This design comes from an exercise in tuning for small area, a short achievable clock period and few clock cycles per item on the open sky130 flow, not from production work. In this exercise RTL edits were held to simulation tests only and were not proved equivalent to the original. Power figures rest on the tool's default switching activity, not on a simulated workload.

## run.sh

```bash
#!/bin/bash
# synth_recipe.tcl (not shown) runs the flow's synth.tcl, then flattens the netlist and writes it again
# the make line also repeats each setting of config.mk as NAME=value (left out here)
make -C /OpenROAD-flow-scripts/flow DESIGN_CONFIG=/design/flow/config.mk WORK_HOME=/design/flow/orfs CLKGATE_MAP_FILE= SYNTH_SCRIPT=/design/flow/synth_recipe.tcl finish
```

## constraint.sdc

```tcl
create_clock -name core_clock -period 10.0 [get_ports {clk}]
set_input_delay 2.0000 -clock core_clock [delete_from_list [all_inputs] [get_ports {clk}]]
set_output_delay 2.0000 -clock core_clock [all_outputs]
set_load 0.01 [all_outputs]
```

## design.v

```verilog
module pfs_ham_enc_byte (
  input  wire [7:0]  d,
  output wire [13:0] code
);
  function [6:0] enc7(input [3:0] n);
    enc7 = {n, n[1]^n[2]^n[3], n[0]^n[2]^n[3], n[0]^n[1]^n[3]};
  endfunction
  assign code = {enc7(d[7:4]), enc7(d[3:0])};
endmodule
module pfs_ham_dec_byte (
  input  wire [13:0] code,
  output wire [7:0]  d
);
  function [3:0] dec7(input [6:0] r);
    reg [3:0] n;
    reg [2:0] s;
    begin
      n = r[6:3];
      s[0] = r[0] ^ n[0] ^ n[1] ^ n[3];
      s[1] = r[1] ^ n[0] ^ n[2] ^ n[3];
      s[2] = r[2] ^ n[1] ^ n[2] ^ n[3];
      case (s)
        3'd3: n[0] = ~n[0];
        3'd5: n[1] = ~n[1];
        3'd6: n[2] = ~n[2];
        3'd7: n[3] = ~n[3];
        default: ;
      endcase
      dec7 = n;
    end
  endfunction
  assign d = {dec7(code[13:7]), dec7(code[6:0])};
endmodule
module pfs_key_unit (
  input  wire        clk,
  input  wire        clear,
  input  wire        upd,
  input  wire [7:0]  b,
  input  wire [2:0]  ed,
  output reg  [31:0] key       
);
  reg [7:0]  sum8;
  reg [7:0]  crc8;
  reg [15:0] crc16;
  reg [23:0] crc24;
  reg [31:0] crc32;
  function [7:0] crc8_step(input [7:0] c, input [7:0] x);
    integer i;
    reg [7:0] r;
    begin
      r = c ^ x;
      for (i = 0; i < 8; i = i + 1)
        r = r[7] ? ((r << 1) ^ 8'h07) : (r << 1);
      crc8_step = r;
    end
  endfunction
  function [15:0] crc16_step(input [15:0] c, input [7:0] x);
    integer i;
    reg [15:0] r;
    begin
      r = c ^ {x, 8'h00};
      for (i = 0; i < 8; i = i + 1)
        r = r[15] ? ((r << 1) ^ 16'h1021) : (r << 1);
      crc16_step = r;
    end
  endfunction
  function [23:0] crc24_step(input [23:0] c, input [7:0] x);
    integer i;
    reg [23:0] r;
    begin
      r = c ^ {x, 16'h0000};
      for (i = 0; i < 8; i = i + 1)
        r = r[23] ? ((r << 1) ^ 24'h864CFB) : (r << 1);
      crc24_step = r;
    end
  endfunction
  function [31:0] crc32_step(input [31:0] c, input [7:0] x);
    integer i;
    reg [31:0] r;
    begin
      r = c ^ {x, 24'h000000};
      for (i = 0; i < 8; i = i + 1)
        r = r[31] ? ((r << 1) ^ 32'h04C11DB7) : (r << 1);
      crc32_step = r;
    end
  endfunction
  always @(posedge clk) begin
    if (clear) begin
      sum8  <= 8'h00;
      crc8  <= 8'h00;
      crc16 <= 16'hFFFF;
      crc24 <= 24'hB704CE;
      crc32 <= 32'hFFFFFFFF;
    end else if (upd) begin
      sum8  <= sum8 + b;
      crc8  <= crc8_step(crc8, b);
      crc16 <= crc16_step(crc16, b);
      crc24 <= crc24_step(crc24, b);
      crc32 <= crc32_step(crc32, b);
    end
  end
  always @(*) begin
    case (ed)
      3'd2:    key = {24'h0, 8'h00 - sum8};
      3'd3:    key = {24'h0, crc8};
      3'd4:    key = {16'h0, crc16};
      3'd5:    key = {8'h0, crc24};
      3'd6:    key = ~crc32;
      default: key = 32'h0;
    endcase
  end
endmodule
module pfs_fec_enc (
  input  wire        clk,
  input  wire        rst,
  input  wire        start,
  input  wire        en,
  input  wire [19:0] n,
  input  wire        in_valid,
  output wire        in_ready,
  input  wire [7:0]  in_data,
  output reg         out_valid,
  input  wire        out_ready,
  output reg  [7:0]  out_data,
  output reg         busy
);
  reg        en_r;
  reg [19:0] n_r;
  reg [19:0] icnt;
  reg [21:0] bits;      
  reg [4:0]  cnt;
  wire [13:0] code;
  pfs_ham_enc_byte u_enc (.d(in_data), .code(code));
  wire       last_in   = (icnt == n_r);
  wire       have_byte = (cnt >= 5'd8) || (last_in && cnt != 5'd0);
  wire       can_load  = !out_valid || out_ready;
  wire       emit      = busy && have_byte && can_load;
  wire [4:0] cnt_after = emit ? ((cnt >= 5'd8) ? cnt - 5'd8 : 5'd0) : cnt;
  assign     in_ready  = busy && !last_in && (cnt_after < 5'd8);
  wire       take      = in_valid && in_ready;
  wire [21:0] hi_part  = bits >> (cnt - 5'd8);
  wire [21:0] lo_part  = bits << (5'd8 - cnt);
  wire [7:0]  emit_byte = (cnt >= 5'd8) ? hi_part[7:0] : lo_part[7:0];
  always @(posedge clk) begin
    if (rst) begin
      busy      <= 1'b0;
      out_valid <= 1'b0;
      cnt       <= 5'd0;
    end else if (start) begin
      busy      <= 1'b1;
      out_valid <= 1'b0;
      cnt       <= 5'd0;
      icnt      <= 20'd0;
      en_r      <= en;
      n_r       <= n;
    end else if (busy) begin
      if (emit) begin
        out_valid <= 1'b1;
        out_data  <= emit_byte;
      end else if (out_ready) begin
        out_valid <= 1'b0;
      end
      if (take) begin
        icnt <= icnt + 20'd1;
        if (en_r) begin
          bits <= (bits << 14) | {8'h00, code};
          cnt  <= cnt_after + 5'd14;
        end else begin
          bits <= (bits << 8) | {14'h0000, in_data};
          cnt  <= cnt_after + 5'd8;
        end
      end else begin
        cnt <= cnt_after;
      end
      if (last_in && cnt == 5'd0 && !out_valid)
        busy <= 1'b0;
    end else if (out_ready) begin
      out_valid <= 1'b0;
    end
  end
endmodule
module pfs_fec_dec (
  input  wire        clk,
  input  wire        rst,
  input  wire        start,
  input  wire        en,
  input  wire [19:0] n,        
  input  wire        in_valid,
  output wire        in_ready,
  input  wire [7:0]  in_data,
  output reg         out_valid,
  input  wire        out_ready,
  output reg  [7:0]  out_data,
  output reg         busy
);
  reg        en_r;
  reg [19:0] n_r;
  reg [19:0] nin_r;
  reg [19:0] icnt;
  reg [19:0] ocnt;
  reg [21:0] bits;
  reg [4:0]  cnt;
  wire [4:0]  need     = en_r ? 5'd14 : 5'd8;
  wire        can_load = !out_valid || out_ready;
  wire        emit     = busy && (ocnt != n_r) && (cnt >= need) && can_load;
  wire [4:0]  cnt_after = emit ? cnt - need : cnt;
  assign      in_ready = busy && (icnt != nin_r) && (cnt_after < need);
  wire        take     = in_valid && in_ready;
  wire [21:0] word = bits >> (cnt - need);
  wire [7:0]  dec_byte;
  pfs_ham_dec_byte u_dec (.code(word[13:0]), .d(dec_byte));
  always @(posedge clk) begin
    if (rst) begin
      busy      <= 1'b0;
      out_valid <= 1'b0;
      cnt       <= 5'd0;
    end else if (start) begin
      busy      <= 1'b1;
      out_valid <= 1'b0;
      cnt       <= 5'd0;
      icnt      <= 20'd0;
      ocnt      <= 20'd0;
      en_r      <= en;
      n_r       <= n;
      nin_r     <= en ? ((n * 20'd7 + 20'd3) >> 2) : n;
    end else if (busy) begin
      if (emit) begin
        out_valid <= 1'b1;
        out_data  <= en_r ? dec_byte : word[7:0];
        ocnt      <= ocnt + 20'd1;
      end else if (out_ready) begin
        out_valid <= 1'b0;
      end
      if (take) begin
        icnt <= icnt + 20'd1;
        bits <= (bits << 8) | {14'h0000, in_data};
        cnt  <= cnt_after + 5'd8;
      end else begin
        cnt <= cnt_after;
      end
      if (icnt == nin_r && ocnt == n_r && !out_valid)
        busy <= 1'b0;
    end else if (out_ready) begin
      out_valid <= 1'b0;
    end
  end
endmodule
module pfs_key_gen (
  input  wire        clk,
  input  wire        rst,
  input  wire        start,
  input  wire [2:0]  ed,
  input  wire [2:0]  klen,
  input  wire [15:0] n,
  input  wire        in_valid,
  output wire        in_ready,
  input  wire [7:0]  in_data,
  output reg         out_valid,
  input  wire        out_ready,
  output reg  [7:0]  out_data,
  output reg         busy
);
  reg [2:0]  ed_r;
  reg [2:0]  klen_r;
  reg [15:0] n_r;
  reg [15:0] icnt;
  reg [2:0]  kcnt;
  wire        can_load = !out_valid || out_ready;
  wire        msg_done = (icnt == n_r);
  assign      in_ready = busy && !msg_done && can_load;
  wire        take     = in_valid && in_ready;
  wire        key_emit = busy && msg_done && (kcnt != klen_r) && can_load;
  wire [31:0] key;
  pfs_key_unit u_key (
    .clk(clk), .clear(start), .upd(busy && take), .b(in_data), .ed(ed_r), .key(key)
  );
  wire [2:0]  kidx     = klen_r - kcnt - 3'd1;
  wire [31:0] key_sh   = key >> {kidx, 3'b000};
  always @(posedge clk) begin
    if (rst) begin
      busy      <= 1'b0;
      out_valid <= 1'b0;
    end else if (start) begin
      busy      <= 1'b1;
      out_valid <= 1'b0;
      icnt      <= 16'd0;
      kcnt      <= 3'd0;
      ed_r      <= ed;
      klen_r    <= klen;
      n_r       <= n;
    end else if (busy) begin
      if (take) begin
        out_valid <= 1'b1;
        out_data  <= in_data;
        icnt      <= icnt + 16'd1;
      end else if (key_emit) begin
        out_valid <= 1'b1;
        out_data  <= key_sh[7:0];
        kcnt      <= kcnt + 3'd1;
      end else if (out_ready) begin
        out_valid <= 1'b0;
      end
      if (msg_done && kcnt == klen_r && !out_valid)
        busy <= 1'b0;
    end else if (out_ready) begin
      out_valid <= 1'b0;
    end
  end
endmodule
module pfs_key_chk (
  input  wire        clk,
  input  wire        rst,
  input  wire        start,
  input  wire [2:0]  ed,
  input  wire [2:0]  klen,
  input  wire [15:0] n,
  input  wire        in_valid,
  output wire        in_ready,
  input  wire [7:0]  in_data,
  output reg         out_valid,
  input  wire        out_ready,
  output reg  [7:0]  out_data,
  output reg         busy,
  output reg         ok
);
  reg [2:0]  ed_r;
  reg [2:0]  klen_r;
  reg [15:0] n_r;
  reg [15:0] icnt;
  reg [2:0]  kcnt;
  wire        can_load = !out_valid || out_ready;
  wire        msg_done = (icnt == n_r);
  wire        key_done = msg_done && (kcnt == klen_r);
  assign      in_ready = busy && !key_done && (msg_done || can_load);
  wire        take     = in_valid && in_ready;
  wire [31:0] key;
  pfs_key_unit u_key (
    .clk(clk), .clear(start), .upd(take && !msg_done), .b(in_data), .ed(ed_r), .key(key)
  );
  wire [2:0]  kidx   = klen_r - kcnt - 3'd1;
  wire [31:0] key_sh = key >> {kidx, 3'b000};
  always @(posedge clk) begin
    if (rst) begin
      busy      <= 1'b0;
      out_valid <= 1'b0;
    end else if (start) begin
      busy      <= 1'b1;
      out_valid <= 1'b0;
      ok        <= 1'b1;
      icnt      <= 16'd0;
      kcnt      <= 3'd0;
      ed_r      <= ed;
      klen_r    <= klen;
      n_r       <= n;
    end else if (busy) begin
      if (take && !msg_done) begin
        out_valid <= 1'b1;
        out_data  <= in_data;
        icnt      <= icnt + 16'd1;
      end else if (out_ready) begin
        out_valid <= 1'b0;
      end
      if (take && msg_done) begin
        kcnt <= kcnt + 3'd1;
        if (in_data != key_sh[7:0])
          ok <= 1'b0;
      end
      if (key_done && !out_valid)
        busy <= 1'b0;
    end else if (out_ready) begin
      out_valid <= 1'b0;
    end
  end
endmodule
module pfs_codec (
  input  wire        clk,
  input  wire        rst,
  input  wire        cmd_valid,
  output wire        cmd_ready,
  input  wire        cmd_decode,
  input  wire [15:0] cmd_len,
  input  wire [2:0]  cmd_ed,
  input  wire [1:0]  cmd_inner,
  input  wire [1:0]  cmd_outer,
  input  wire        in_valid,
  output wire        in_ready,
  input  wire [7:0]  in_data,
  output wire        out_valid,
  input  wire        out_ready,
  output wire [7:0]  out_data,
  output reg         res_valid,
  output reg         res_ok
);
  localparam S_IDLE = 2'd0, S_START = 2'd1, S_RUN = 2'd2, S_RES = 2'd3;
  localparam FEC_HAMMING = 2'd2;
  reg [1:0]  state;
  reg        dec_r;
  reg [15:0] len_r;
  reg [2:0]  ed_r;
  reg [2:0]  klen_r;
  reg        inner_h, outer_h;
  wire [19:0] l1 = {4'd0, len_r} + {17'd0, klen_r};
  wire [19:0] l2 = inner_h ? ((l1 * 20'd7 + 20'd3) >> 2) : l1;
  function [2:0] key_len(input [2:0] ed);
    case (ed)
      3'd2, 3'd3: key_len = 3'd1;
      3'd4:       key_len = 3'd2;
      3'd5:       key_len = 3'd3;
      3'd6:       key_len = 3'd4;
      default:    key_len = 3'd0;
    endcase
  endfunction
  assign cmd_ready = (state == S_IDLE);
  wire   start     = (state == S_START);
  wire   enc_start = start && !dec_r;
  wire   dec_start = start &&  dec_r;
  wire       kg_in_ready, kg_ov, kg_busy;  wire [7:0] kg_od;
  wire       ei_in_ready, ei_ov, ei_busy;  wire [7:0] ei_od;
  wire       eo_in_ready, eo_ov, eo_busy;  wire [7:0] eo_od;
  wire       do_in_ready, do_ov, do_busy;  wire [7:0] do_od;
  wire       di_in_ready, di_ov, di_busy;  wire [7:0] di_od;
  wire       kc_in_ready, kc_ov, kc_busy, kc_ok;  wire [7:0] kc_od;
  pfs_key_gen u_kg (
    .clk(clk), .rst(rst), .start(enc_start), .ed(ed_r), .klen(klen_r), .n(len_r),
    .in_valid(in_valid && !dec_r), .in_ready(kg_in_ready), .in_data(in_data),
    .out_valid(kg_ov), .out_ready(ei_in_ready), .out_data(kg_od), .busy(kg_busy)
  );
  pfs_fec_enc u_ei (
    .clk(clk), .rst(rst), .start(enc_start), .en(inner_h), .n(l1),
    .in_valid(kg_ov), .in_ready(ei_in_ready), .in_data(kg_od),
    .out_valid(ei_ov), .out_ready(eo_in_ready), .out_data(ei_od), .busy(ei_busy)
  );
  pfs_fec_enc u_eo (
    .clk(clk), .rst(rst), .start(enc_start), .en(outer_h), .n(l2),
    .in_valid(ei_ov), .in_ready(eo_in_ready), .in_data(ei_od),
    .out_valid(eo_ov), .out_ready(out_ready && !dec_r), .out_data(eo_od), .busy(eo_busy)
  );
  pfs_fec_dec u_do (
    .clk(clk), .rst(rst), .start(dec_start), .en(outer_h), .n(l2),
    .in_valid(in_valid && dec_r), .in_ready(do_in_ready), .in_data(in_data),
    .out_valid(do_ov), .out_ready(di_in_ready), .out_data(do_od), .busy(do_busy)
  );
  pfs_fec_dec u_di (
    .clk(clk), .rst(rst), .start(dec_start), .en(inner_h), .n(l1),
    .in_valid(do_ov), .in_ready(di_in_ready), .in_data(do_od),
    .out_valid(di_ov), .out_ready(kc_in_ready), .out_data(di_od), .busy(di_busy)
  );
  pfs_key_chk u_kc (
    .clk(clk), .rst(rst), .start(dec_start), .ed(ed_r), .klen(klen_r), .n(len_r),
    .in_valid(di_ov), .in_ready(kc_in_ready), .in_data(di_od),
    .out_valid(kc_ov), .out_ready(out_ready && dec_r), .out_data(kc_od), .busy(kc_busy),
    .ok(kc_ok)
  );
  wire running = (state == S_RUN);
  assign in_ready  = running && (dec_r ? do_in_ready : kg_in_ready);
  assign out_valid = running && (dec_r ? kc_ov : eo_ov);
  assign out_data  = dec_r ? kc_od : eo_od;
  wire all_idle = dec_r ? !(do_busy || di_busy || kc_busy)
                        : !(kg_busy || ei_busy || eo_busy);
  always @(posedge clk) begin
    if (rst) begin
      state     <= S_IDLE;
      res_valid <= 1'b0;
      res_ok    <= 1'b0;
    end else begin
      res_valid <= 1'b0;
      case (state)
        S_IDLE: if (cmd_valid) begin
          dec_r   <= cmd_decode;
          len_r   <= cmd_len;
          ed_r    <= cmd_ed;
          klen_r  <= key_len(cmd_ed);
          inner_h <= (cmd_inner == FEC_HAMMING);
          outer_h <= (cmd_outer == FEC_HAMMING);
          state   <= S_START;
        end
        S_START: state <= S_RUN;
        S_RUN: if (all_idle) begin
          res_valid <= 1'b1;
          res_ok    <= dec_r ? kc_ok : 1'b1;
          state     <= S_RES;
        end
        default: state <= S_IDLE;
      endcase
    end
  end
endmodule
```

## config.mk

```make
export PLATFORM = sky130hd
export DESIGN_NAME = pfs_codec
export DESIGN_NICKNAME = pfs_codec
export VERILOG_FILES = /design/flow/design.v
export SDC_FILE = /design/flow/constraint.sdc
export NUM_CORES = 4
export LEC_CHECK = 0
export CAP_MARGIN = 20
export CORE_MARGIN = 2
export CORE_UTILIZATION = 40
export SLEW_MARGIN = 20
```

==> results.json <==
{
  "synth_area_sq_mm": 0.0410,
  "wirelength_um": 102000,
  "hold_buffers": 0,
  "dpl.cell_count": 5226,
  "p_per_area_mw_per_mm2": 300,
  "h-tree-depth": 3,
  "synth-async-reset-ratio_pct": 0,
  "drt_iter0_markers": 2264,
  "die_x_um": 324,
  "setup_viol": 0,
  "yosysSeqAreaShare_pct": 43.5,
  "port_buffers": 49,
  "crit_slowest_cell": "clkdlybuf4s50_1",
  "min_path_type": "reg2reg",
  "rsz0062_at_grt": "false",
  "grt_overflow": 0,
  "crit_top_cell": "nand2_1",
  "area_delta_synth_final_pct": 11.6,
  "design_area_sq_mm": 0.0458,
  "cp.required_ns": 8.00,
  "tritoncts": "done",
  "fin_crit_sh_pct": 90.2,
  "cp_slowest_stage_delay_ns": 0.62,
  "antenna_left": 0,
  "route.detailed.drc": 0,
  "viasPerCell": 5.38,
  "grt_pass1_vias": 27700,
  "slew_headroom_pct": 25.7,
  "power.share.sequential_pct": 27.9,
  "ys.flop_type": "edfxtp_1",
  "syn_avg_cell_area_sq_um": 10.4,
  "cp_cell_sequence": "clkdlybuf4s50_1, nand2_1, nand2_1, nand2_1, mux2_2, a21o_1, nand2_1, nand2_1, ha_1, o21ai_0, a41oi_2, o21ai_2, mux2i_1, or2_1, ha_1, nand4_1, o2111ai_1, a211oi_1, a31oi_1, nor2b_1, clkdlybuf4s50_1",
  "hpwl_um": 71500,
  "clk_path_buf_depth": 3,
  "coreArea_sq_mm": 0.102,
  "postCtsSetupBuffers": 0,
  "wl_met1_um": 47500,
  "clock_latency_ns": 0.65,
  "ctsResizeCount": 0,
  "synth-edff-count": 456,
  "maxCapViolCount": 0,
  "wl_met2_um": 47000,
  "ys_warn_count": 8,
  "crit_type": "in2out",
  "cts_root_buffer": "clkbuf_16",
  "dieArea_sq_mm": 0.105,
  "clock_power_share_pct": 22.6,
  "synth_seq_cells": 664,
  "vias": 28900,
  "switchingPower_uw": 5350,
  "antenna_found_initial": 10,
  "sw_frac_of_total_pct": 39.0,
  "final_common_cell": "xnor2_1",
  "synth.distinct_cells": 94,
  "wl_met3_um": 5090,
  "p_comb_share_pct": 49.5,
  "p_leak_uw": 0.0167,
  "grt_pass1_wl_um": 160000,
  "clock-skew-final_ns": 0.0429,
  "die_h_um": 324,
  "crit_arrival_ns": 7.02,
  "nNetsFinal": 4144,
  "drive_above_1_share_pct": 8.79,
  "io_pins": 50,
  "grt_max_degree": 89,
  "cp-start-kind": "primary input",
  "wl_per_cell_um": 19.0,
  "final_cell_mix": "xnor2_1, edfxtp_1, nor2_1, nand2_1, xor2_1",
  "tightest_slew_ns": 1.11,
  "maxSlewViolCount": 0,
  "status": "timing/DRC/antenna clean",
  "clkTransAtPathRegs_ns": 0.06,
  "period_needed_ns": 9.02,
  "gp_congestion": 0.888,
  "p_int_uw": 8380,
  "fmax_ghz": 0.111,
  "ir_drop_mv": 0.427,
  "drtPass1Iterations": 5,
  "finalPower_uw": 13700,
  "tns_ns": 0,
  "hold_viol": 0,
  "top_layer": "met5",
  "syn_inst": 3959,
  "endpoint_kind": "output port",
  "fin_ws_ns": 0.982,
  "cts-buffers-inserted": 78,
  "crit_fanout": 7,
  "stdcell_count": 5376,
  "initial_core_util_pct": 40.3,
  "synth_fp_nets": 4164,
  "cts.sinks": 664,
  "grt_use_total_pct": 19.4,
  "rows": 117,
  "dp_slack_ns": 1.03,
  "place_area_sq_mm": 0.0429
}
sequential cells by signal (all words and copies together), names as in the netlist, 22 cells and up:
register,flops
u_kc.u_key.crc24,24
u_ei.bits,22
u_kg.u_key.crc24,24
u_kg.u_key.crc32,32
u_do.bits,22
u_eo.bits,22
u_kc.u_key.crc32,32
u_di.bits,22
per-layer routing:
metal | global-route usage (%) | vias up
met3 | 2.98 | 160
met5 | 0 | -
met4 | 6.41 | 4
li1 | - | 14100
met1 | 27.2 | 14000
met2 | 30.5 | 680
synth_stat cells (all sizes together) (8+ instances only):
cell,count,area [sq um]
xnor2,482,4440
edfxtp,456,13700
nor2,369,1390
nand2,325,1220
xor2,299,2690
dfxtp,208,4160
a21oi,178,891
clkbuf,164,617
ha,145,1810
inv,130,488
mux2i,127,1270
o21ai,115,579
nand3,98,490
mux2,62,698
o211ai,61,458
nand4,55,344
o311ai,53,464
nor3,51,255
buf,39,188
mux4,37,833
and3,35,219
and2,32,200
nor2b,30,188
or3,29,181
a21o,28,210
a211oi,26,200
o22ai,25,156
a31oi,24,150
fa,23,460
nor4,19,125
o31ai,19,143
nand2b,17,106
nor3b,15,113
o21bai,15,113
and4,14,123
or2,13,81.3
nand3b,12,90.1
a221oi,10,87.6
a22o,8,70.1
o22a,8,70.1
area by class of cell:
| cell class | count | area, sq um |
|---|---|---|
| Sequential cell | 664 | 17900 |
| Multi-Input combinational cell | 2960 | 22000 |
| Tap cell | 1368 | 1710 |
| Clock buffer | 103 | 2180 |
| Antenna cell | 4 | 10.0 |
| Timing Repair Buffer | 103 | 902 |
| Fill cell | 9581 | 56000 |
| Clock inverter | 42 | 634 |
| Inverter | 132 | 498 |
metrics by stage:
stage / hold slack, ns / utilization, %
floorplan: 0.400 / -
global placement: 0.406 / 42.2
detailed placement: 0.415 / 42.2
CTS: 0.423 / 44.9
global route: 0.418 / 45.0
finish: 0.423 / 45.0
power groups by stage:
stage	clock, uW	sequential, uW	combinational, uW
2_1_floorplan	0	3750	5530
6_report	3100	3830	6800
5_1_grt	3290	3870	7680
3_3_place_gp	0	3880	6700
4_1_cts	3170	3830	6820
3_5_place_dp	0	3880	6750
worst max-delay path: cells and delay by family:
family / cells / cell delay (ns)
buffers and inverters: 2 / 1.18
AO/OA/AOI/OAI: 7 / 1.67
adder cells (fa/ha/maj): 2 / 0.50
multiplexers: 2 / 0.45
AND/OR/NAND/NOR: 8 / 1.20
cells by family after synthesis:
logic type	share of synthesized area, %
and+or+nand+nor	12.7
xor gates and xnor gates	17.5
DFF	43.5
AOI/OAI and AO/OA	10.6
buffers and inverters	3.17
muxes	6.83
adders and majority gates	5.64
worst paths after layout:
| kind | endpoint | cells past startpoint | slack [ns] | from |
|---|---|---|---|---|
| setup / recovery | in_ready | 21 | 0.98 | out_ready |
| hold / removal | u_di.bits[3] | 0 | 0.42 | u_do.out_data[3] |
| setup reg to reg | u_do.nin_r[14] | 27 | 1.86 | klen_r[1] |
| hold reg to reg | u_di.bits[3] | 0 | 0.42 | u_do.out_data[3] |
Testbench counts, summed over its fixed seeds: cycles 37,137, items 17,067.

## port drivers added, routing unchanged
How much do the figures lean on ideal ports? The routed layout below was timed once more, with nothing changed but the port constraints. Step 1: set_driving_cell puts a clkbuf_16 on clk and a buf_2 on each other input, an assumption about the parent block. Step 2 adds t to the input delays and takes it off the output delays; t is the mean of the earliest and latest rising clock arrival at the registers after step 1. Input paths then give back, and output paths get back, about the clock's delay inside the block. a / b / c = ideal ports / drivers / drivers and shift; a / b = the first two.
t (ns): 0.702
setup WS [ns]: 0.982 / 0.949 / 0.949
clock arrival spread, ns: 0.045 / 0.045
After both steps setup and hold are still met in this run. For this run, drivers alone change the setup slack by -0.033 ns; drivers and shift together by -0.033 ns.
